Context: an optimization exercise on an open-source flow, tuned for small area. The choices shown serve that exercise and are no tape-out recipe.
In this exercise RTL edits were held to simulation tests only and were not proved equivalent to the original.
Power figures rest on the tool's default switching activity, not on a simulated workload.

[flow/run.sh]
#!/bin/bash
# Standard ORFS layout (standard.sh) with these changes:
#   - synthesis: flow/synth.tcl, the standard synthesis with a stronger
#     area-oriented ABC script (flow/abc_area.script);
#   - a buf_1 on each port instead of clkdlybuf4s50_1;
#   - a clock tree of clkbuf_8 leaf buffers for clusters of up to 20
#     registers, without dummy loads.
# The make output goes to flow_make.log; ORFS's per-step logs stay under orfs/logs.
set -euo pipefail
work=$(pwd)
bash standard.sh \
  "OWN_WORK=$work" \
  "OWN_ABC_SCRIPT=$work/flow/abc_area.script" \
  "SYNTH_SCRIPT=$work/flow/synth.tcl" \
  "BUFFER_PORTS_ARGS=-buffer_cell sky130_fd_sc_hd__buf_1" \
  "CTS_ARGS=-sink_clustering_enable -repair_clock_nets -sink_clustering_size 20 -sink_clustering_max_diameter 60 -buf_list sky130_fd_sc_hd__clkbuf_8 -dont_use_dummy_load -root_buf sky130_fd_sc_hd__clkbuf_4 -tree_buf sky130_fd_sc_hd__clkbuf_4" \
  finish > flow_make.log 2>&1
[flow/abc_area.script]
strash
dc2
&get -n
&deepsyn -T 60
&put
strash
&get -n
&dch -f
&nf -R 1000
&put
strash
&get -n
&dch -f
&nf -R 1000
&put
[flow/synth.tcl]
# The standard synthesis (synth_recipe.tcl, sourced unchanged) with two
# changes to its combinational mapping only:
#   - ABC runs flow/abc_area.script instead of ORFS's abc_area.script;
#   - adders are left to ABC instead of being extracted into ha/fa cells.
# Flip-flop mapping, flattening and renaming are the standard ones, so the
# registers keep the standard synthesis's names and cell types.
proc extract_fa {args} { }
proc abc {args} {
  set i [lsearch -exact $args -script]
  if { $i >= 0 } {
    set args [lreplace $args $i [expr {$i + 1}] -script $::env(OWN_ABC_SCRIPT)]
  }
  yosys abc {*}$args
}
source $::env(OWN_WORK)/synth_recipe.tcl
[standard.sh]
#!/bin/bash
# synth_recipe.tcl (not shown) runs the flow's synth.tcl, then flattens the netlist and writes it again
# the make line also repeats each setting of config.mk as NAME=value (left out here)
make -C /OpenROAD-flow-scripts/flow DESIGN_CONFIG=/design/flow/config.mk WORK_HOME=/design/flow/orfs CLKGATE_MAP_FILE= SYNTH_SCRIPT=/design/flow/synth_recipe.tcl "${@:-finish}"
[config.mk]
export PLATFORM = sky130hd
export DESIGN_NAME = tsb_report_engine
export DESIGN_NICKNAME = tsb_report_engine
export VERILOG_FILES = /design/flow/design.v
export SDC_FILE = /design/flow/constraint.sdc
export NUM_CORES = 4
export LEC_CHECK = 0
export ABC_AREA = 1
export CAP_MARGIN = 20
export CORE_MARGIN = 2
export CORE_UTILIZATION = 60
export SLEW_MARGIN = 20
[constraint.sdc]
create_clock -name core_clock -period 10.0 [get_ports {clk}]
set_input_delay 2.0000 -clock core_clock [delete_from_list [all_inputs] [get_ports {clk}]]
set_output_delay 2.0000 -clock core_clock [all_outputs]
set_load 0.01 [all_outputs]
[design.v]
module tsb_report_engine (
    input  wire       clk,
    input  wire       rst_n,        
    input  wire       fin_valid,
    output wire       fin_ready,
    input  wire [7:0] fin_data,
    input  wire       fin_req,      
    input  wire       fin_err,      
    output wire       out_valid,
    input  wire       out_ready,
    output wire [7:0] out_data,
    output wire       out_last
);
    reg  [159:0] ring;          
    reg  [19:0]  sring;         
    reg  [4:0]   pos;           
    reg  [7:0]   buf_q;         
    reg          full;          
    reg          sending;       
    reg  [2:0]   grp;
    reg  [2:0]   ob;
    reg  [4:0]   tip;
    reg  [2:0]   rec_left;
    reg  [2:0]   dropped;
    reg          rep;           
    reg  [1:0]   rev;
    wire scan_pend = (rev == 2'd1);
    wire scan_act  = (rev == 2'd2);
    wire scan_clr  = (rev == 2'd3);
    reg          carry;
    wire [7:0] head = ring[159:152];
    wire       at0  = (pos == 5'd0);
    wire       at19 = (pos == 5'd19);
    wire sbit    = sring[19] && !scan_clr;
    wire kbit    = scan_act && (pos[4:3] == 2'd0) && (pos[2:0] != 3'd1) && (pos[2:0] != 3'd7);
    wire cin     = carry && !at0;
    wire tn_slot = scan_act && pos[4];
    wire tn_bit  = !pos[1] ? rec_left[{1'b0, pos[0]}] : (pos[0] ? sending : rec_left[2]);
    wire ssum    = tn_slot ? tn_bit : (sbit ^ kbit ^ cin);
    wire scout   = (sbit & kbit) | (sbit & cin) | (kbit & cin);
    wire [7:0] scan_byte = {sring[0], sring[1], sring[2], sring[3],
                            sring[4], sring[5], sring[6], sring[7]};
    wire hdr     = (grp == 3'd7);
    wire in_body = !sending && (grp != 3'd6);
    wire busy    = (rev != 2'd0);
    wire [4:0] target = hdr ? {ob[1] & !ob[0], !ob[1] & ob[0], ob[1] & ob[0], 2'd0}
                            : {grp, ob[1:0]};
    wire match   = (pos == target);
    wire cid_ok  = ~&grp;
    wire is_last = rep ? (grp == 3'd4 && ob == 3'd3) : (grp == 3'd7 && ob == 3'd7);
    assign fin_ready = !sending && !full && !busy;
    assign out_valid = sending && full;
    assign out_data  = buf_q;
    assign out_last  = is_last;
    wire fin_hs   = fin_valid && fin_ready;
    wire out_hs   = out_valid && out_ready;
    wire hdr_hs   = fin_hs && !in_body;                  
    wire id_hs    = fin_hs && in_body && (ob == 3'd7);   
    wire crd_hs   = fin_hs && in_body && !ob[2] && cid_ok;  
    wire skip_hs  = fin_hs && in_body && (ob != 3'd7) && !(!ob[2] && cid_ok);
    wire rec_end  = fin_hs && in_body && (ob == 3'd6);
    wire id_ok    = (fin_data[3:0] < 4'd5);
    wire [3:0] hdr_count = fin_data[3:0];
    wire       hdr_ok    = !fin_err && fin_data[7] && (hdr_count <= 4'd5);
    wire       hdr_cor   = !fin_err && fin_data[7] && (hdr_count > 4'd5);
    wire [2:0] hdr_tn    = hdr_ok ? hdr_count[2:0] : 3'd0;
    wire [1:0] hdr_code  = fin_err ? 2'd3 : !fin_data[7] ? 2'd1 : 2'd2;
    wire frame_end = (hdr_hs && hdr_tn == 3'd0) || (rec_end && rec_left == 3'd1);
    wire wr       = in_body && full && match;
    wire need_ring = hdr ? (ob != 3'd0) : !ob[2];
    wire ld        = sending && !full && !busy && (!need_ring || match);
    wire grp_end   = out_hs && !is_last && (ob == 3'd3);
    reg  [7:0] pkt_byte;
    always @(*) begin
        if (hdr) begin
            case (ob)
            3'd7:    pkt_byte = {2'b00, dropped & {3{rep}}, rep, scan_byte[1:0] & {2{scan_byte[3]}}};
            3'd0:    pkt_byte = 8'd1;
            3'd3:    pkt_byte = {5'd0, scan_byte[2:0] & {3{!scan_byte[3]}}};
            default: pkt_byte = scan_byte;
            endcase
        end else begin
            case (ob)
            3'd6:    pkt_byte = {5'd0, grp};
            3'd7:    pkt_byte = {7'd0, tip[grp]};
            default: pkt_byte = head;
            endcase
        end
    end
    always @(posedge clk) begin
        ring  <= {ring[151:0], wr ? buf_q : scan_act ? 8'd0 : head};
        sring <= {sring[18:0], ssum};
        carry <= scout;
    end
    always @(posedge clk) begin
        pos[1:0] <= rst_n ? pos[1:0] + 2'd1 : 2'd0;
        if (!rst_n || at19)
            pos[4:2] <= 3'd0;
        else if (pos[1:0] == 2'd3)
            pos[4:2] <= pos[4:2] + 3'd1;
    end
    wire       drop_inc   = id_hs && !id_ok;
    wire [4:0] tip_set    = {5{wr}} & (5'b00001 << grp);
    wire [2:0] rec_borrow = {rec_end & !rec_left[1] & !rec_left[0],
                             rec_end & !rec_left[0], rec_end};
    wire       ob_adv     = skip_hs || wr || out_hs;
    wire [2:0] ob_carry   = {ob_adv & ob[1] & ob[0], ob_adv & ob[0], ob_adv};
    always @(posedge clk) begin
        rec_left <= hdr_hs ? (hdr_ok ? hdr_count[2:0] : {1'b0, hdr_code})
                           : (rec_left ^ rec_borrow);
        tip      <= {5{!hdr_hs}} & (tip | tip_set);
        dropped  <= {3{!hdr_hs}} & (dropped ^ {drop_inc & dropped[1] & dropped[0],
                                               drop_inc & dropped[0], drop_inc});
        ob       <= hdr_hs  ? 3'd7 :
                    id_hs   ? 3'd0 :
                    grp_end ? 3'd6 : (ob ^ ob_carry);
        if (hdr_hs) begin
            rep     <= fin_req && !hdr_cor;
        end
        if (crd_hs)
            buf_q <= fin_data;
        else if (ld)
            buf_q <= pkt_byte;
    end
    always @(posedge clk) begin
        if (!rst_n) begin
            sending   <= 1'b0;
            grp       <= 3'd6;
            full      <= 1'b0;
            rev       <= 2'd3;
        end else begin
            if (hdr_hs)
                rev <= 2'd1;
            else if (at19)
                rev <= scan_pend ? 2'd2 : 2'd0;
            if (hdr_hs || rec_end)
                grp <= 3'd7;
            else if (id_hs)
                grp <= id_ok ? fin_data[2:0] : 3'd7;
            else if (out_hs && is_last)
                grp <= 3'd6;
            else if (grp_end)
                grp <= grp + 3'd1;
            if (frame_end)
                sending <= 1'b1;
            else if (out_hs && is_last)
                sending <= 1'b0;
            if (crd_hs || ld)
                full <= 1'b1;
            else if (wr || out_hs)
                full <= 1'b0;
        end
    end
endmodule
==> results of run 1 <==
## kinds of logic (layout without fill, tap and decap cells)
kind of cell | Yosys count | in the layout | synth area share (%)
DFF | 216 | 216 | 79.57
and+or+nand+nor | 91 | 91 | 7.600
AOI/OAI and AO/OA | 88 | 88 | 10.71
buffers and inverters | 9 | 49 | 0.6089
xor gates and xnor gates | 7 | 7 | 1.105
muxes | 1 | 1 | 0.4059
## registers in the layout (all words and copies together), names as in the netlist
name and flops:
pos 5, grp 3, rec_left 3, full 1, ob 3, sending 1
tip 5, rep 1, sring 20, ring 160, carry 1, buf_q 8
rev 2, dropped 3
## critical path, cell delays in order (launching register included)
cell and delay, ps:
dfxtp_1 550, nand3_1 270, o32ai_1 420, buf_1 200
## Yosys cell counts (all sizes together), types with 2 or more instances
cell type	instances	area (µm²)
and3	4	25.02
a31oi	3	18.77
o21ai	17	85.08
clkinv	9	33.78
nand2	31	116.4
o22ai	4	25.02
o21a	4	30.03
a221oi	2	17.52
xnor2	4	35.03
nor2	20	75.07
nor4	3	18.77
nand4	2	12.51
a22o	11	96.34
xor2	3	26.28
nor2b	4	25.02
o221ai	2	17.52
a21oi	25	125.1
dfxtp	207	4144
and2	2	12.51
a222oi	6	60.06
nand3	13	65.06
nand2b	3	18.77
nor3	6	30.03
edfxtp	9	270.3
## final cells by class
type                            instances  share of cell area [%]
Inverter                                9                  0.5646
Sequential cell                       216                   73.78
Multi-Input combinational cell        187                   18.57
Timing Repair Buffer                   25                   1.631
Clock buffer                           15                   3.137
Tap cell                              111                   2.321
## worst paths after layout
check                              start       end  slack [ps]  cells past startpoint
worst max-delay path               ob[0]  out_last        6030                      3
worst min register to register  ring[27]  ring[35]         310                      0
worst max register to register    rev[1]  buf_q[1]        6980                      6
worst min-delay path            ring[27]  ring[35]         310                      0
## per-layer routing
metal	global-route usage [%]	vias up	part of all wire, %
li1	-	1518	-
met1	27.06	1452	48
met2	28.34	86	44
met3	3.482	15	5.4
met4	4.847	0	2.0
met5	0	-	0
## power by group
group | total (mW) | internal (mW) | switching, mW
logic | 0.0280 | 0.0115 | 0.0165
registers | 0.895 | 0.882 | 0.0129
clock network | 0.350 | 0.122 | 0.228
## cell usage in the layout, fill, tap and decap left out, drive strengths merged, types with 2 or more instances in the layout
cell,n
a21oi,25
a221oi,2
a222oi,6
a22o,11
a31oi,3
and2,2
and3,4
buf,25
clkbuf,15
clkinv,9
dfxtp,207
edfxtp,9
nand2,31
nand2b,3
nand3,13
nand4,2
nor2,20
nor2b,4
nor3,6
nor4,3
o21a,4
o21ai,17
o221ai,2
o22ai,4
xnor2,4
xor2,3
==> impl_metrics.toml, run 1 <==
[grt]
antenna_found_initial = 0
overflow = 0
grt_pass1_vias = 2963
grt_pass1_wl_um = 14650
grt_usage_pct = 18.43
grt_max_degree = 21

[routing]
drc = 0
dr.pass1.iters = 7
vias = 3071
first_iter_violations = 115
vias_per_cell = 5.455
drtAntennaViolNets = 0
drt_wl_total_um = 9000
wl_per_cell_um = 15.99

[placed_design]
hpwl_um = 6013
dp.cells = 548
dpl_cell_area_um2 = 5791
port_buffers = 24
gp_congestion = 0.8852
dpl_worst_slack_ps = 5730

[cells_and_area]
multiInputGateArea_um2 = 1111
nFillCells = 695
nets = 468
final_area_um2 = 5983
antennaDiodeCount = 0
drive_gt1_share_pct = 4.204
utilization_pct = 65.69
final-seq-area_um2 = 4414
layout.cells.non_filler = 563
syn2layout_area_growth_pct = 7.848

[timing]
rsz0062_at_grt = "false"
layout_worst_path_cycle_share_pct = 39.67
slew_headroom_pct = 50.38
slew_violations = 0
worst_clock_skew_ps = 67.09
tightest_slew_ps = 737.5
setup_viol = 0
fin_hold_ws_ps = 310.9
setup-tns-final_ps = 0
worst_slack_ps = 6033
clock.fmax_mhz = 252.1
fin_crit_ps = 3967
final-hold-violation-count = 0

[worst_setup_path]
required_ps = 8000
cp_data_arrival_time_ps = 1970
crit_path_end_kind = "output port"
worstSetupPathType = "flop to output port"
critPathMaxFanout = 11
start_kind = "flop"

[logic_synthesis]
synthesis.nets = 426
syn_avg_cell_area_um2 = 13.47
ys_ff_latch = 216
synth_edf_count = 9
synth.distinct_cells = 42
async_reset_ff_share_pct = 0
ys.flop_type = "dfxtp_1"
synth_cells = 412
yosysSeqAreaShare_pct = 79.57
syn_area_um2 = 5548
synth_warnings = 1

[outcome]
outcome = "timing/DRC/antenna clean"

[clock_network]
htree_levels = 1
cts-resized-gates = 0
clock_path_buffers = 3
cts_root_buf = "clkbuf_4"
numCtsBuffers = 15
cts_tree = "yes"
cts_sinks = 216
cts.clk_slew.worst_paths_ps = 110
insertion_delay_ps = 550
postCtsSetupRepairBufs = 0
hold_buffers = 0

[die]
die_w_um = 100.2
die_h_um = 100.2
row_count = 35
core-area_um2 = 9109
ioPinCount = 25
die_area_um2 = 10030
start_util_pct = 60.91

[power]
vdd_ir_drop_max_mv = 0.1706
pwr_density_cell_nw_per_um2 = 212.8
p_leak_nw = 2.282
finalPower_mw = 1.273

[worst_hold_path]
min_path_type = "flop to flop"

[flow_run]
max-cap-violations = 0
==> inputs of run 2 (changes only) <==
--- a/flow/run.sh
+++ b/flow/run.sh
@@ -6,3 +6,3 @@
 #   - a clock tree of clkbuf_8 leaf buffers for clusters of up to 20
-#     registers, without dummy loads.
+#     registers, clkbuf_4 above them, without dummy loads.
 # The make output goes to flow_make.log; ORFS's per-step logs stay under orfs/logs.
==> run 2 against run 1 <==
  * Critical path type unchanged
  * Wire length did not move
  * Die area did not move
  * Sequential power barely moved
==> impl_metrics.toml, run 2 <==
[logic_synthesis]
synthAdderAreaFrac_pct = 0
yosys-top-cells-area = "dfxtp_1, edfxtp_1, a21oi_1, nand2_1, a22o_1"
ys_ff_latch = 216
ys.flop_type = "dfxtp_1"
yosysTopAreaCell = "dfxtp_1"
syn_area_um2 = 5548
synth_warnings = 1
synth_top_area_share_pct = 74.70
synth_top_family_by_area = "compound AO/OA/AOI/OAI gates"
synth.distinct_cells = 42
synthesis.nets = 426
synth_compound_area_share_pct = 10.71
synth_cells = 412
yosysSeqAreaShare_pct = 79.57
async_reset_ff_share_pct = 0
synth_edf_count = 9
synthMuxAreaShare_pct = 0.4060
yosys.area_share.simple_pct = 7.600
synth_xor_area_share_pct = 1.105
ys_top_cells_by_count = "dfxtp_1, nand2_1, a21oi_1"
syn_avg_cell_area_um2 = 13.47
yosysMostFrequentCell = "dfxtp_1"

[clock_network]
cts_tree = "yes"
numCtsBuffers = 15
cts.clk_slew.worst_paths_ps = 110
clock_path_buffers = 3
cts_root_buf = "clkbuf_4"
htree_levels = 1
insertion_delay_ps = 550
cts-resized-gates = 0
postCtsSetupRepairBufs = 0
hold_buffers = 0
cts_sinks = 216

[worst_setup_path]
required_ps = 8000
critPathMaxFanout = 11
start_kind = "flop"
crit_path_end_kind = "output port"
cp_data_arrival_time_ps = 1970
worstSetupPathType = "flop to output port"

[routing]
wl_per_cell_um = 15.99
vias = 3071
drc = 0
first_iter_violations = 115
vias_per_cell = 5.455
drtAntennaViolNets = 0
dr.pass1.iters = 7
drt_wl_total_um = 9000

[grt]
grt_pass1_wl_um = 14650
grt_max_degree = 21
overflow = 0
grt_pass1_vias = 2963
grt_usage_pct = 18.43
antenna_found_initial = 0

[cells_and_area]
syn2layout_area_growth_pct = 7.848
layout_common_cells = "dfxtp_1, nand2_1, a21oi_1, buf_1, nor2_1"
regMostFlops = "ring"
utilization_pct = 65.69
antennaDiodeCount = 0
layout.cells.non_filler = 563
drive_gt1_share_pct = 4.204
largest_register_ffs = 160
reg_top3 = "ring x160, sring x20, buf_q x8"
nets = 468
multiInputGateArea_um2 = 1111
final_area_um2 = 5983
layout_commonest_cell = "dfxtp_1"
nFillCells = 695
final-seq-area_um2 = 4414

[die]
start_util_pct = 60.91
die_h_um = 100.2
row_count = 35
die_area_um2 = 10030
core-area_um2 = 9109
die_w_um = 100.2
ioPinCount = 25

[placed_design]
dpl_cell_area_um2 = 5791
port_buffers = 24
dp.cells = 548
gp_congestion = 0.8852
dpl_worst_slack_ps = 5730
hpwl_um = 6013

[timing]
slew_violations = 0
worst_clock_skew_ps = 67.09
fin_crit_ps = 3967
final-hold-violation-count = 0
clock.fmax_mhz = 252.1
setup-tns-final_ps = 0
slew_headroom_pct = 50.38
tightest_slew_ps = 737.5
setup_viol = 0
layout_worst_path_cycle_share_pct = 39.67
fin_hold_ws_ps = 310.9
worst_slack_ps = 6033
rsz0062_at_grt = "false"

[power]
vdd_ir_drop_max_mv = 0.1706
finalPower_mw = 1.273
pwr_density_cell_nw_per_um2 = 212.8
p_leak_nw = 2.282

[worst_hold_path]
min_path_type = "flop to flop"

[outcome]
outcome = "timing/DRC/antenna clean"

[flow_run]
max-cap-violations = 0
run 2: cell counts after synthesis:
Identical to the previous run, type by type.
run 2: final cells by class:
type | count | area share (%)
sequential | 216 | 73.78
multi-input combinational | 187 | 18.57
clock buffer | 15 | 3.137
tap | 111 | 2.321
timing repair buffer | 25 | 1.631
inverter | 9 | 0.5646
run 2: worst paths after layout:
path              slack, ps     start  cells past startpoint  endpoint
setup reg to reg       6980    rev[1]                      6  buf_q[1]
setup / recovery       6030     ob[0]                      3  out_last
hold / removal          310  ring[27]                      0  ring[35]
hold reg to reg         310  ring[27]                      0  ring[35]
run 2: metal layers:
layer	global-route usage [%]	routed length, µm
met1	27.06	4363
met2	28.34	3972
met3	3.482	485
met4	4.847	178
met5	0	0
run 2: critical path, cell delays in order (launching register included):
cell,delay [ps]
dfxtp_1,550
nand3_1,270
o32ai_1,420
buf_1,200
run 2: logic make-up (layout without fill, tap and decap cells):
group	Yosys count	after routing
flops	216	216
simple gates	91	91
compound gates	88	88
buf+inv	9	49
xor+xnor	7	7
mux	1	1
run 2: power by group:
part	switching [mW]	internal, mW	leakage (nW)
Sequential	0.0129	0.882	1.74
Clock	0.228	0.122	0.100
Combinational	0.0165	0.0115	0.440
Total	0.258	1.02	2.28

[static timing again, ports no longer ideal]
No port has a modelled driver above. Below, the same layouts with a new extraction and two added sets of constraints.
Step 1: set_driving_cell puts a clkbuf_16 on clk and a buf_2 on each other input, an assumption about the parent block.
Step 2 adds t to the input delays and takes it off the output delays; t is the mean of the earliest and latest rising clock arrival at the registers after step 1. Input paths then give back, and output paths get back, about the clock's delay inside the block.
Slacks: ideal / step 1 / step 2; pairs: ideal / step 1.
run	t (ns)	setup slack, ns	worst hold slack (ns)	slew at the worst register clock pin (ns)	cell pins on the clock port's net
run 1	0.550	6.033 / 6.002 / 6.026	0.311 / 0.311 / 0.311	0.11 / 0.11	1
run 2	0.550	6.033 / 6.002 / 6.026	0.311 / 0.311 / 0.311	0.11 / 0.11	1
After both steps setup and hold are still met in every run listed.
